From an optimization exercise on the open Yosys and OpenROAD flow, aimed at a short achievable clock period and few clock cycles; shortcuts taken in it are not production practice. For this run, only the layout was checked, not whether the RTL still works. Power and IR drop assume default switching activity.

==> design.v <==
module ioga (
    input  wire        clk,
    input  wire        rst,
    input  wire        tx_valid,
    output wire        tx_ready,
    input  wire [15:0] tx_code,
    input  wire [31:0] tx_data,
    output reg         rsp_valid,
    output reg  [31:0] rsp_data,
    output reg  [1:0]  rsp_status,    
    output reg         rsp_tc,        
    output reg         rsp_devwr,     
    output reg         irq_line,
    output reg         nmi_line,
    output reg         mem_req,
    output reg         mem_we,
    output reg  [31:0] mem_addr,
    output reg  [7:0]  mem_wdata,
    input  wire        mem_ack,
    input  wire [7:0]  mem_rdata,
    input  wire        mem_err
);
    integer i;
    localparam NOP = 36;
    localparam O_RD_VEC = 0,  O_RD_SLO = 1,  O_RD_SHI = 2,  O_RD_NMI = 3,
               O_RD_TMR = 4,  O_RD_PRE = 5,  O_RD_DAD = 6,  O_RD_DVA = 7,
               O_RD_DCN = 8,  O_RD_DCT = 9,
               O_WR_VEC = 10, O_WR_SLO = 11, O_WR_SHI = 12, O_WR_NMI = 13,
               O_WR_T1  = 14, O_WR_T2  = 15, O_WR_T3  = 16, O_WR_PRE = 17,
               O_WR_DAD = 18, O_WR_DVA = 19, O_WR_DCN = 20, O_WR_DCT = 21,
               O_LN_IRQ = 22, O_LN_SFT = 23, O_LN_NMI = 24, O_LN_DRQ = 25,
               O_ACK_I  = 26, O_ACK_N  = 27, O_PEEK_I = 28,
               O_TICK0  = 29, O_TICK1  = 30, O_TICK2  = 31, O_TICK3  = 32,
               O_DSTEP  = 33, O_RESET  = 34, O_ILLEGAL = 35;
    wire [3:0] cls = tx_code[15:12];
    wire [3:0] grp = tx_code[11:8];
    wire [7:0] idx = tx_code[7:0];
    wire idx_hi0  = (idx[7:4] == 4'h0);            
    wire idx_lt8  = idx_hi0 && !idx[3];
    wire idx_lt4  = idx_lt8 && !idx[2];
    wire idx_z    = idx_lt4 && (idx[1:0] == 2'd0);
    wire c_rd  = (cls == 4'h0);
    wire c_wr  = (cls == 4'h1);
    wire c_ln  = (cls == 4'h2);
    wire c_ack = (cls == 4'h3);
    wire c_sch = (cls == 4'h4);
    wire c_rst = (cls == 4'h5);
    reg [NOP-1:0] d_op;
    always @* begin
        d_op = {NOP{1'b0}};
        d_op[O_RD_VEC] = c_rd && grp == 4'h0 && idx_hi0;
        d_op[O_RD_SLO] = c_rd && grp == 4'h1 && idx_z;
        d_op[O_RD_SHI] = c_rd && grp == 4'h2 && idx_lt8;
        d_op[O_RD_NMI] = c_rd && grp == 4'h3 && idx_z;
        d_op[O_RD_TMR] = c_rd && grp == 4'h4 && idx_lt4;
        d_op[O_RD_PRE] = c_rd && grp == 4'h5 && idx_z;
        d_op[O_RD_DAD] = c_rd && grp == 4'h6 && idx_z;
        d_op[O_RD_DVA] = c_rd && grp == 4'h7 && idx_z;
        d_op[O_RD_DCN] = c_rd && grp == 4'h8 && idx_z;
        d_op[O_RD_DCT] = c_rd && grp == 4'h9 && idx_z;
        d_op[O_WR_VEC] = c_wr && grp == 4'h0 && idx_hi0;
        d_op[O_WR_SLO] = c_wr && grp == 4'h1 && idx_z;
        d_op[O_WR_SHI] = c_wr && grp == 4'h2 && idx_lt8;
        d_op[O_WR_NMI] = c_wr && grp == 4'h3 && idx_z;
        d_op[O_WR_T1]  = c_wr && grp == 4'h4 && idx_lt4 && idx[1:0] == 2'd1;
        d_op[O_WR_T2]  = c_wr && grp == 4'h4 && idx_lt4 && idx[1:0] == 2'd2;
        d_op[O_WR_T3]  = c_wr && grp == 4'h4 && idx_lt4 && idx[1:0] == 2'd3;
        d_op[O_WR_PRE] = c_wr && grp == 4'h5 && idx_z;
        d_op[O_WR_DAD] = c_wr && grp == 4'h6 && idx_z;
        d_op[O_WR_DVA] = c_wr && grp == 4'h7 && idx_z;
        d_op[O_WR_DCN] = c_wr && grp == 4'h8 && idx_z;
        d_op[O_WR_DCT] = c_wr && grp == 4'h9 && idx_z;
        d_op[O_LN_IRQ] = c_ln && grp == 4'h0 && idx_hi0;
        d_op[O_LN_SFT] = c_ln && grp == 4'h1 && idx_hi0;
        d_op[O_LN_NMI] = c_ln && grp == 4'h2 && idx_z;
        d_op[O_LN_DRQ] = c_ln && grp == 4'h3 && idx_z;
        d_op[O_ACK_I]  = c_ack && grp == 4'h0 && idx_z;
        d_op[O_ACK_N]  = c_ack && grp == 4'h1 && idx_z;
        d_op[O_PEEK_I] = c_ack && grp == 4'h2 && idx_z;
        d_op[O_TICK0]  = c_sch && grp == 4'h0 && idx_lt4 && idx[1:0] == 2'd0;
        d_op[O_TICK1]  = c_sch && grp == 4'h0 && idx_lt4 && idx[1:0] == 2'd1;
        d_op[O_TICK2]  = c_sch && grp == 4'h0 && idx_lt4 && idx[1:0] == 2'd2;
        d_op[O_TICK3]  = c_sch && grp == 4'h0 && idx_lt4 && idx[1:0] == 2'd3;
        d_op[O_DSTEP]  = c_sch && grp == 4'h1 && idx_z;
        d_op[O_RESET]  = c_rst && grp == 4'h0 && idx_z;
        d_op[O_ILLEGAL] = !(|d_op[O_RESET:0]) &&
                          !(c_ack && grp == 4'h3 && idx_z) &&
                          !(c_wr && grp == 4'h4 && idx_z);
    end
    wire [15:0] d_oh;
    genvar g;
    generate
        for (g = 0; g < 16; g = g + 1) begin : g_dec
            assign d_oh[g] = (idx[3:0] == g);
        end
    endgenerate
    reg            s_valid;
    reg [NOP-1:0]  s_op;
    reg [15:0]     s_oh;
    reg [31:0]     s_d;
    reg            x_valid;
    reg [NOP-1:0]  x_op;
    reg [15:0]     x_oh;
    reg [31:0]     x_d;
    reg            x_mem;      
    assign tx_ready = !s_valid;
    wire accept = tx_valid && !s_valid;
    wire x_exec = x_valid && (!x_mem || mem_ack);
    wire x_adv  = !x_valid || x_exec;
    wire [NOP-1:0] op = x_op;
    wire [31:0]    w  = x_d;
    wire           lvl = x_d[0];
    reg [7:0]  vec_vector [0:15];
    reg [15:0] vec_ext, vec_int, vec_pend, vec_forced;
    reg [7:0]  softlo;
    reg [7:0]  sh_vector [0:7];
    reg [7:0]  sh_pend, sh_forced;
    reg        nmi_en, nmi_edge, nmi_pend;
    reg        act_nmi;
    reg [15:0] act_vec;
    reg [7:0]  act_slo, act_shi;
    reg [15:0] tmr1_count;
    reg [29:0] tmr2_count, tmr3_count;
    reg [3:1]  tmr_run, tmr_exp;
    reg [31:0] presc;
    reg [31:0] dma_addr, dma_vaddr, dma_count, dma_ctrl;
    reg        dma_nidle;      
    reg        dma_active;     
    reg        dma_drq;
    wire [15:0] vec_en = vec_ext | vec_int;
    wire wv_load = op[O_WR_VEC] && !w[8];
    wire wv_dis  = !w[9] && !w[12];
    wire ws_load = op[O_WR_SHI] && !w[8];
    wire t1_le1 = (tmr1_count[15:1] == 15'd0);
    wire t2_le1 = (tmr2_count[29:1] == 29'd0);
    wire t3_le1 = (tmr3_count[29:1] == 29'd0);
    wire t1_fire = op[O_TICK1] && tmr_run[1] && t1_le1;
    wire t2_fire = op[O_TICK2] && tmr_run[2] && t2_le1;
    wire t3_fire = op[O_TICK3] && tmr_run[3] && t3_le1;
    reg [15:0] n_vec_pend;
    reg [7:0]  n_softlo, n_sh_pend;
    reg        n_nmi_pend;
    always @* begin
        for (i = 0; i < 16; i = i + 1) begin
            n_vec_pend[i] = vec_pend[i];
            if ((op[O_LN_IRQ] && x_oh[i] && !lvl) ||
                (op[O_ACK_I] && act_vec[i]) ||
                (wv_load && x_oh[i] && !vec_forced[i] && wv_dis))
                n_vec_pend[i] = 1'b0;
            if ((op[O_LN_IRQ] && x_oh[i] && lvl && vec_en[i]) ||
                (wv_load && x_oh[i] && vec_forced[i]))
                n_vec_pend[i] = 1'b1;
        end
        if (op[O_TICK0] && vec_en[12]) n_vec_pend[12] = 1'b1;
        if (t1_fire && vec_en[13])     n_vec_pend[13] = 1'b1;
        if (t2_fire && vec_en[14])     n_vec_pend[14] = 1'b1;
        if (t3_fire && vec_en[15])     n_vec_pend[15] = 1'b1;
        if (op[O_RESET]) n_vec_pend = 16'h0;
        for (i = 0; i < 8; i = i + 1) begin
            n_softlo[i] = softlo[i];
            if (op[O_WR_SLO] && w[i]) n_softlo[i] = 1'b1;
            if (op[O_LN_SFT] && x_oh[i]) n_softlo[i] = lvl;
            if (op[O_ACK_I] && act_slo[i]) n_softlo[i] = 1'b0;
            n_sh_pend[i] = sh_pend[i];
            if (op[O_LN_SFT] && x_oh[8+i]) n_sh_pend[i] = lvl;
            if (op[O_ACK_I] && act_shi[i]) n_sh_pend[i] = 1'b0;
            if (ws_load && x_oh[i] && sh_forced[i]) n_sh_pend[i] = 1'b1;
        end
        if (op[O_RESET]) begin
            n_softlo  = 8'h0;
            n_sh_pend = 8'h0;
        end
        n_nmi_pend = nmi_pend;
        if (op[O_LN_NMI]) begin
            if (lvl) begin
                if (nmi_en) n_nmi_pend = 1'b1;
            end else n_nmi_pend = 1'b0;
        end
        if (op[O_ACK_N] && act_nmi) n_nmi_pend = 1'b0;
        if (op[O_RESET]) n_nmi_pend = 1'b0;
    end
    wire kill_vec = wv_load && wv_dis && |(x_oh & act_vec & ~vec_forced);
    wire none_after = !(irq_line || nmi_line) ||
                      (op[O_ACK_I] && irq_line) ||
                      (op[O_ACK_N] && nmi_line) ||
                      kill_vec || op[O_RESET];
    wire [32:0] cand = {n_sh_pend, n_softlo, n_vec_pend, n_nmi_pend};
    reg  [32:0] first;
    reg         seen;
    always @* begin
        seen = 1'b0;
        for (i = 0; i < 33; i = i + 1) begin
            first[i] = cand[i] && !seen;
            seen = seen || cand[i];
        end
    end
    reg [7:0] act_vector;
    always @* begin
        act_vector = 8'h00;
        for (i = 0; i < 16; i = i + 1)
            if (act_vec[i]) act_vector = act_vector | vec_vector[i];
        for (i = 0; i < 8; i = i + 1) begin
            if (act_slo[i]) act_vector = act_vector | (8'h8F + 8'h10 * i[7:0]);
            if (act_shi[i]) act_vector = act_vector | sh_vector[i];
        end
    end
    wire dma_done   = x_valid && x_mem && mem_ack;           
    wire dma_moved  = dma_done && !mem_err;
    wire cnt_is1    = (dma_count == 32'd1);
    wire cnt_nz     = (dma_count != 32'd0);
    wire [31:0] addr_step = dma_ctrl[1] ? dma_addr - 32'd1 : dma_addr + 32'd1;
    reg [31:0] n_dma_addr;
    reg        n_dma_nidle, n_dma_active, n_dma_drq, n_ctrl0;
    always @* begin
        n_dma_addr   = dma_addr;
        n_dma_nidle  = dma_nidle;
        n_dma_active = dma_active;
        n_dma_drq    = dma_drq;
        n_ctrl0      = dma_ctrl[0];
        if (op[O_WR_DAD]) n_dma_addr = w;
        if (op[O_WR_DCT]) n_ctrl0 = w[0];
        if (op[O_WR_DCN] && w == 32'd0) begin
            n_dma_nidle  = 1'b0;
            n_dma_active = 1'b0;
        end
        if (op[O_LN_DRQ]) begin
            n_dma_drq = lvl;
            if (lvl && !dma_drq && !dma_nidle && cnt_nz) n_dma_nidle = 1'b1;
        end
        if (op[O_DSTEP] && !x_mem && dma_nidle) n_dma_active = 1'b1;
        if (dma_done) begin
            n_dma_active = 1'b1;
            if (!mem_err) begin
                n_dma_addr = addr_step;
                if (cnt_is1) begin
                    n_dma_nidle  = 1'b0;
                    n_dma_active = 1'b0;
                end
            end
        end
        if (op[O_RESET]) begin
            n_dma_addr   = 32'h0;
            n_dma_nidle  = 1'b0;
            n_dma_active = 1'b0;
            n_dma_drq    = 1'b0;
            n_ctrl0      = 1'b0;
        end
    end
    wire           e_valid = s_valid || accept;
    wire [NOP-1:0] e_op    = s_valid ? s_op : d_op;
    wire [15:0]    e_oh    = s_valid ? s_oh : d_oh;
    wire [31:0]    e_d     = s_valid ? s_d  : tx_data;
    wire           e_mem   = e_op[O_DSTEP] && n_dma_nidle && n_dma_drq;
    always @(posedge clk) begin
        if (rst) begin
            s_valid <= 1'b0;
            x_valid <= 1'b0;
            x_mem   <= 1'b0;
            x_op    <= {NOP{1'b0}};
            mem_req <= 1'b0;
        end else begin
            if (x_adv) begin
                s_valid <= 1'b0;
                x_valid <= e_valid;
                x_op    <= e_valid ? e_op : {NOP{1'b0}};
                x_oh    <= e_oh;
                x_d     <= e_d;
                x_mem   <= e_valid && e_mem;
                if (e_valid && e_mem) begin
                    mem_req   <= 1'b1;
                    mem_we    <= !n_ctrl0;
                    mem_addr  <= n_dma_addr;
                    mem_wdata <= e_d[7:0];
                end else begin
                    mem_req   <= 1'b0;
                end
            end else if (accept) begin
                s_valid <= 1'b1;
                s_op    <= d_op;
                s_oh    <= d_oh;
                s_d     <= tx_data;
            end
        end
    end
    reg [31:0] r_data;
    always @* begin
        r_data = 32'h0;
        if (op[O_RD_VEC])
            for (i = 0; i < 16; i = i + 1)
                if (x_oh[i])
                    r_data = r_data | {19'h0, vec_int[i], 2'b00, vec_ext[i],
                                       vec_pend[i], vec_vector[i]};
        if (op[O_RD_SLO]) r_data = r_data | {24'h0, softlo};
        if (op[O_RD_SHI])
            for (i = 0; i < 8; i = i + 1)
                if (x_oh[i])
                    r_data = r_data | {23'h0, sh_pend[i], sh_vector[i]};
        if (op[O_RD_NMI]) r_data = r_data | {27'h0, nmi_en, nmi_pend, 1'b0, nmi_edge, 1'b0};
        if (op[O_RD_TMR]) begin
            if (x_oh[0]) r_data = r_data | 32'h4000_0000;
            if (x_oh[1]) r_data = r_data | {14'h0, tmr_exp[1], tmr_run[1], tmr1_count};
            if (x_oh[2]) r_data = r_data | {tmr_exp[2], tmr_run[2], tmr2_count};
            if (x_oh[3]) r_data = r_data | {tmr_exp[3], tmr_run[3], tmr3_count};
        end
        if (op[O_RD_PRE]) r_data = r_data | presc;
        if (op[O_RD_DAD]) r_data = r_data | dma_addr;
        if (op[O_RD_DVA]) r_data = r_data | dma_vaddr;
        if (op[O_RD_DCN]) r_data = r_data | dma_count;
        if (op[O_RD_DCT]) r_data = r_data | dma_ctrl;
        if (op[O_ACK_I] || op[O_PEEK_I]) r_data = r_data | {24'h0, act_vector};
        if (dma_moved && dma_ctrl[0]) r_data = r_data | {24'h0, mem_rdata};
    end
    always @(posedge clk) begin
        if (rst) begin
            rsp_valid  <= 1'b0;
            rsp_data   <= 32'h0;
            rsp_status <= 2'd0;
            rsp_tc     <= 1'b0;
            rsp_devwr  <= 1'b0;
        end else begin
            rsp_valid <= x_exec;
            if (x_exec) begin
                rsp_data   <= r_data;
                rsp_status <= op[O_ILLEGAL] ? 2'd2 : (dma_done && mem_err) ? 2'd1 : 2'd0;
                rsp_tc     <= dma_moved && cnt_is1;
                rsp_devwr  <= dma_moved && dma_ctrl[0];
            end
        end
    end
    always @(posedge clk) begin
        if (rst || op[O_RESET]) begin
            for (i = 0; i < 16; i = i + 1) vec_vector[i] <= 8'h00;
            for (i = 0; i < 8; i = i + 1)  sh_vector[i]  <= 8'h00;
            vec_ext    <= 16'h0;
            vec_int    <= 16'h0;
            vec_forced <= 16'h0;
            sh_forced  <= 8'h0;
            nmi_en     <= 1'b0;
            nmi_edge   <= 1'b0;
            tmr1_count <= 16'h0;
            tmr2_count <= 30'h0;
            tmr3_count <= 30'h0;
            tmr_run    <= 3'b000;
            tmr_exp    <= 3'b000;
            presc      <= 32'h0;
            dma_vaddr  <= 32'h0;
            dma_count  <= 32'h0;
            dma_ctrl   <= 32'h0;
        end else begin
            for (i = 0; i < 16; i = i + 1)
                if (op[O_WR_VEC] && x_oh[i]) begin
                    if (w[8]) vec_forced[i] <= 1'b1;
                    else begin
                        vec_vector[i] <= w[7:0];
                        vec_ext[i]    <= w[9];
                        vec_int[i]    <= w[12];
                        vec_forced[i] <= 1'b0;
                    end
                end
            for (i = 0; i < 8; i = i + 1)
                if (op[O_WR_SHI] && x_oh[i]) begin
                    if (w[8]) sh_forced[i] <= 1'b1;
                    else begin
                        sh_vector[i] <= w[7:0];
                        sh_forced[i] <= 1'b0;
                    end
                end
            if (op[O_WR_NMI]) begin
                nmi_en   <= w[4];
                nmi_edge <= w[1];
            end
            if (op[O_LN_NMI] && lvl && nmi_en && nmi_edge) nmi_en <= 1'b0;
            if (op[O_WR_T1]) begin
                if (w[16]) begin
                    tmr1_count <= w[15:0];
                    tmr_exp[1] <= 1'b0;
                    tmr_run[1] <= 1'b1;
                end else tmr_run[1] <= 1'b0;
            end
            if (op[O_WR_T2]) begin
                if (w[30]) begin
                    tmr2_count <= w[29:0];
                    tmr_exp[2] <= 1'b0;
                    tmr_run[2] <= 1'b1;
                end else tmr_run[2] <= 1'b0;
            end
            if (op[O_WR_T3]) begin
                if (w[30]) begin
                    tmr3_count <= w[29:0];
                    tmr_exp[3] <= 1'b0;
                    tmr_run[3] <= 1'b1;
                end else tmr_run[3] <= 1'b0;
            end
            if (op[O_TICK1] && tmr_run[1]) begin
                if (tmr1_count != 16'd0) tmr1_count <= tmr1_count - 16'd1;
                if (t1_le1) begin
                    tmr_run[1] <= 1'b0;
                    tmr_exp[1] <= 1'b1;
                end
            end
            if (op[O_TICK2] && tmr_run[2]) begin
                if (tmr2_count != 30'd0) tmr2_count <= tmr2_count - 30'd1;
                if (t2_le1) begin
                    tmr_run[2] <= 1'b0;
                    tmr_exp[2] <= 1'b1;
                end
            end
            if (op[O_TICK3] && tmr_run[3]) begin
                if (tmr3_count != 30'd0) tmr3_count <= tmr3_count - 30'd1;
                if (t3_le1) begin
                    tmr_run[3] <= 1'b0;
                    tmr_exp[3] <= 1'b1;
                end
            end
            if (op[O_WR_PRE]) presc     <= w;
            if (op[O_WR_DVA]) dma_vaddr <= w;
            if (op[O_WR_DCT]) dma_ctrl  <= w;
            if (op[O_WR_DCN]) dma_count <= w;
            if (dma_moved)    dma_count <= dma_count - 32'd1;
        end
    end
    always @(posedge clk) begin
        if (rst) begin
            vec_pend   <= 16'h0;
            softlo     <= 8'h0;
            sh_pend    <= 8'h0;
            nmi_pend   <= 1'b0;
            act_nmi    <= 1'b0;
            act_vec    <= 16'h0;
            act_slo    <= 8'h0;
            act_shi    <= 8'h0;
            irq_line   <= 1'b0;
            nmi_line   <= 1'b0;
            dma_addr   <= 32'h0;
            dma_nidle  <= 1'b0;
            dma_active <= 1'b0;
            dma_drq    <= 1'b0;
        end else begin
            vec_pend <= n_vec_pend;
            softlo   <= n_softlo;
            sh_pend  <= n_sh_pend;
            nmi_pend <= n_nmi_pend;
            if (none_after) begin
                act_nmi  <= first[0];
                act_vec  <= first[16:1];
                act_slo  <= first[24:17];
                act_shi  <= first[32:25];
                nmi_line <= cand[0];
                irq_line <= !cand[0] && |cand[32:1];
            end
            dma_addr   <= n_dma_addr;
            dma_nidle  <= n_dma_nidle;
            dma_active <= n_dma_active;
            dma_drq    <= n_dma_drq;
        end
    end
endmodule
==> run.sh <==
#!/bin/bash
# synth_recipe.tcl (not shown) runs the flow's synth.tcl, then flattens the netlist and writes it again
# the make line also repeats each setting of config.mk as NAME=value (left out here)
make -C /OpenROAD-flow-scripts/flow DESIGN_CONFIG=/design/flow/config.mk WORK_HOME=/design/flow/orfs CLKGATE_MAP_FILE= SYNTH_SCRIPT=/design/flow/synth_recipe.tcl finish
==> config.mk <==
export PLATFORM = sky130hd
export DESIGN_NAME = ioga
export DESIGN_NICKNAME = ioga
export VERILOG_FILES = /design/flow/design.v
export SDC_FILE = /design/flow/constraint.sdc
export NUM_CORES = 4
export LEC_CHECK = 0
export ABC_CLOCK_PERIOD_IN_PS = 2500
export CAP_MARGIN = 20
export CORE_MARGIN = 2
export CORE_UTILIZATION = 40
export SETUP_SLACK_MARGIN = 5
export SLEW_MARGIN = 20
==> constraint.sdc <==
create_clock -name core_clock -period 8.0 [get_ports {clk}]
set_input_delay 1.6000 -clock core_clock [delete_from_list [all_inputs] [get_ports {clk}]]
set_output_delay 1.6000 -clock core_clock [all_outputs]
set_load 0.01 [all_outputs]
==> metrics.md <==
| Metric | Value |
|---|---|
| R2R setup slack | `4.88 ns` |
| Cell depth of the worst flop-to-flop path | `9` |
| Mean area per synthesized cell | `about 9 um2` |
| Clock latency (worst-skew pair) | `~0.67 ns` |
| Vias in the first global route | `33700` |
| CTS tree | `done` |
| Core Region | `about 0.095 mm2` |
| Maximum Capacitance Violations | `0` |
| Fillers | `between 8000 and 9000` |
| Final WL | `~160000 um` |
| Most common cell after layout, fill and taps aside | `dfxtp_1` |
| Placed cell area | `between 0.04 and 0.05 mm2` |
| LEAKAGE | `about 17 nW` |
| Critical R2R Launch | `dma_count[11]` |
| IO Port Bufs | `142` |
| Gate Count Post-Synth | `approximately 4300` |
| Fin crit period | `around 3.1 ns` |
| Yosys reg bits | `between 800 and 900` |
| Critical-path maximum fanout | `6` |
| CTS Buffer Depth | `3` |
| DR WL/cell | `27.2 um` |
| Detailed-route via count | `36500` |
| Min-Delay Endpoint | `x_op[17]` |
| Multi-input gate area | `between 0.02 and 0.025 mm2` |
| TritonCTS Buffers | `90` |
| Post-synth EDFFs | `~170` |
| Fmax | `approximately 320 MHz` |
| Clock input transition at the sequential cells of the worst setup and hold paths | `roughly 0.060 ns` |
| RSZ-0062 raised after global routing | `true` |
| Util after Layout | `between 40% and 50%` |
| Async set or reset register ratio after synthesis | `0%` |
| HP Class | `flip-flop to flip-flop` |
| GP Congestion | `0.944` |
| Final period util | `between 30 and 40%` |
| Sequential element share of the synthesized area | `46.9%` |
| Crit path required time | `8.37 ns` |
| Crit path launch type | `input pin` |
| # IOs | `around 140` |
| Final Skew | `0.0335 ns` |
| Row cnt | `113` |
| Die area | `a little under 0.1 mm2` |
| # setup viols final | `0` |
| Htree depth | `3` |
| Largest net degree at the start of global routing | `~190` |
| Peak supply drop | `between 0.15 and 0.2 mV` |
| Top FF cell, synth | `dfxtp_1` |
| Unique masters post-synth | `approximately 80` |
| Arr. time, crit path | `3.51 ns` |
| Most frequent cells in the layout | `dfxtp_1 (616), nor2_1 (515), nand2_1 (431)` |
| First-pass GRT wire length | `approximately 230000 um` |
| Vias/cell | `6.41` |
| Status | `timing/DRC/antenna clean` |
| R2r endpoint | `dma_count[31]` |
| Final Hold Fails | `0` |
| Min-delay src | `x_op[17]` |
| Initial core utilization | `40.3%` |
| Fin area | `0.0463 mm2` |
| # nets final | `~4500` |
| Detail Placement HPWL | `approximately 96000 um` |
| Pre-antenna DRT Iters | `9` |
| DRC violations left | `0` |
| GRT overflow | `0` |
| PwrDens | `~190 mW/mm2` |
| Mapped Nets | `approximately 4400` |
| Post-Syn Area | `~0.038 mm2` |
| Die height | `around 310 um` |
| Global router's overall resource usage | `between 30% and 40%` |
| Type of the worst setup path | `input pin to flip-flop` |
| CTS Sinks | `809` |
| Layout area overhead | `21.2%` |
| Rel. slew slack | `between 30% and 40%` |
| CTS root buffer | `clkbuf_16` |
| Setup TNS | `0 ns` |
| FF/Latch Area | `0.0180 mm2` |
| Layout cells sized above 1 | `~15%` |
| Initial DRC Count | `around 5200` |
| Max-slew violations | `0` |
| Initial antenna violation count | `3` |
| Post-route ant nets | `0` |
| Worst slew pin tran | `roughly 1.0 ns` |
| Hold depth | `2` |
| Ys Warns | `3` |
| Die Wd | `313 um` |
| Worst Setup End Kind | `flip-flop` |
cells in the mapped netlist (all sizes together), types with 8 or more instances:
library cell  instances  share of area [%]
a2111oi               8               0.18
a211o                 9               0.21
a211oi               73                1.4
a21o                 17               0.33
a21oi               333                4.4
a221oi               97                2.2
a222oi               54                1.4
a22o                 81                1.9
a22oi               150                2.9
a311oi               15               0.34
a31oi                33               0.54
a32oi                18               0.41
and2                 29               0.47
and3                 18               0.29
buf                  43               0.46
clkbuf              312                3.1
dfxtp               636                 33
edfxtp              173                 14
ha                   36                1.2
inv                  41               0.40
mux2                 45                1.3
mux2i               246                6.4
nand2               441                4.3
nand2b               31               0.51
nand3               100                1.3
nand4                53               0.87
nor2                531                5.2
nor2b                40               0.65
nor3                108                1.4
nor3b                10               0.20
nor4                 45               0.81
nor4b                10               0.27
o2111ai              11               0.25
o211ai               16               0.31
o21ai               167                2.2
o22ai                13               0.21
o2bb2ai              15               0.34
o311ai               12               0.27
o31ai                13               0.26
or2                   9               0.15
or3                  24               0.42
or4                  25               0.50
xnor2                13               0.30
xor2                 11               0.25
layer usage:
metal	track usage, %	vias up	wire length [um]	share of wire, %
li1	-	16100	-	-
met3	6.17	461	17100	11
met4	13.4	2	7620	4.9
met2	44.5	2225	65300	42
met5	0	-	12	0.0077
met1	42.9	17800	65200	42
how the worst max path moves through the flow:
stage | start | endpoint | slack [ns]
floorplan | mem_ack | s_d[0] | 3.53
global placement | tx_code[3] | mem_addr[5] | 2.71
detailed placement | tx_code[3] | mem_addr[1] | 2.64
CTS | tx_code[1] | mem_addr[11] | 4.90
global route | x_d[12] | act_shi[0] | 4.79
finish | tx_code[1] | mem_addr[11] | 4.86
metrics by stage:
stage                     hold slack, ns  power (mW)  setup slack, ns  std cells
final                              0.445        8.94             4.86       5697
after floorplan                    0.417        4.48             3.53       4256
after CTS                          0.446        8.95             4.90       5658
after detailed placement           0.437        4.66             2.64       5387
after global routing               0.464        9.15             4.79       5696
after global placement             0.433        4.66             2.71       5387
critical path: stages:
cell     delay (ns)
buf_8          0.09
or4_4          0.59
nor2_4         0.17
nand2_4        0.07
nor2_4         0.09
a22oi_2        0.09
nor4b_4        0.29
buf_6          0.22
buf_6          0.11
and2_4         0.17
registers in the layout, summed over array words and instances (netlist names), 35 cells and up:
name / cells
sh_vector: 64
vec_vector: 128
x_op: 35
s_op: 36
report_power, final:
group / total, mW / internal, mW / switching [mW]
Clock: 4.32 / 2.55 / 1.77
Sequential: 4.24 / 4.18 / 0.0525
Combinational: 0.383 / 0.106 / 0.277
Total: 8.94 / 6.84 / 2.10
logic make-up after synthesis:
| logic type | count (synthesis) | synth area share (%) |
|---|---|---|
| adder cells (fa/ha/maj) | 37 | 1.23 |
| XOR/XNOR | 24 | 0.550 |
| AND/OR/NAND/NOR | 1499 | 18.0 |
| buffers and inverters | 397 | 3.93 |
| flip-flops | 809 | 46.9 |
| AO/OA/AOI/OAI | 1199 | 21.6 |
| multiplexers | 291 | 7.77 |
area by class of cell:
class	instances	share of cell area (%)
Multi-Input combinational cell	3057	43.3
Sequential cell	809	38.8
Timing Repair Buffer	354	7.49
Clock buffer	131	5.79
Tap cell	1265	3.42
Clock inverter	35	0.813
Inverter	42	0.381
Timing Repair inverter	3	0.0432
Antenna cell	1	0.00540
repair_timing:
item                                    CTS  global route
hold buffers                              0             0
cloned                                   21             1
pin swaps                                48            51
setup buffers                            84            36
resized for setup                       323           119
hold endpoints to repair                  0             0
endpoints found under the setup margin  570           145

-- port drivers added, routing unchanged --
Ports are ideal in the flow. The routed layout listed here was re-timed in OpenROAD. Step 1 assumes that a clkbuf_16 drives the clock port and a buf_2 every other input. Step 2 times the ports against the registers' clock, not the clock port: input delays grow and output delays shrink by t, the midpoint of the rising clock arrivals with the driver on. a / b / c = ideal ports / drivers / drivers and shift; a / b = the first two.
shift t [ns]: 0.720
setup WS [ns]: 4.863 / 4.884 / 4.168
worst data-port slew with drivers (ns): 0.06
After both steps setup and hold are still met in this run. The setup slack of this run moves by +0.021 ns with the drivers and by -0.695 ns with both steps.
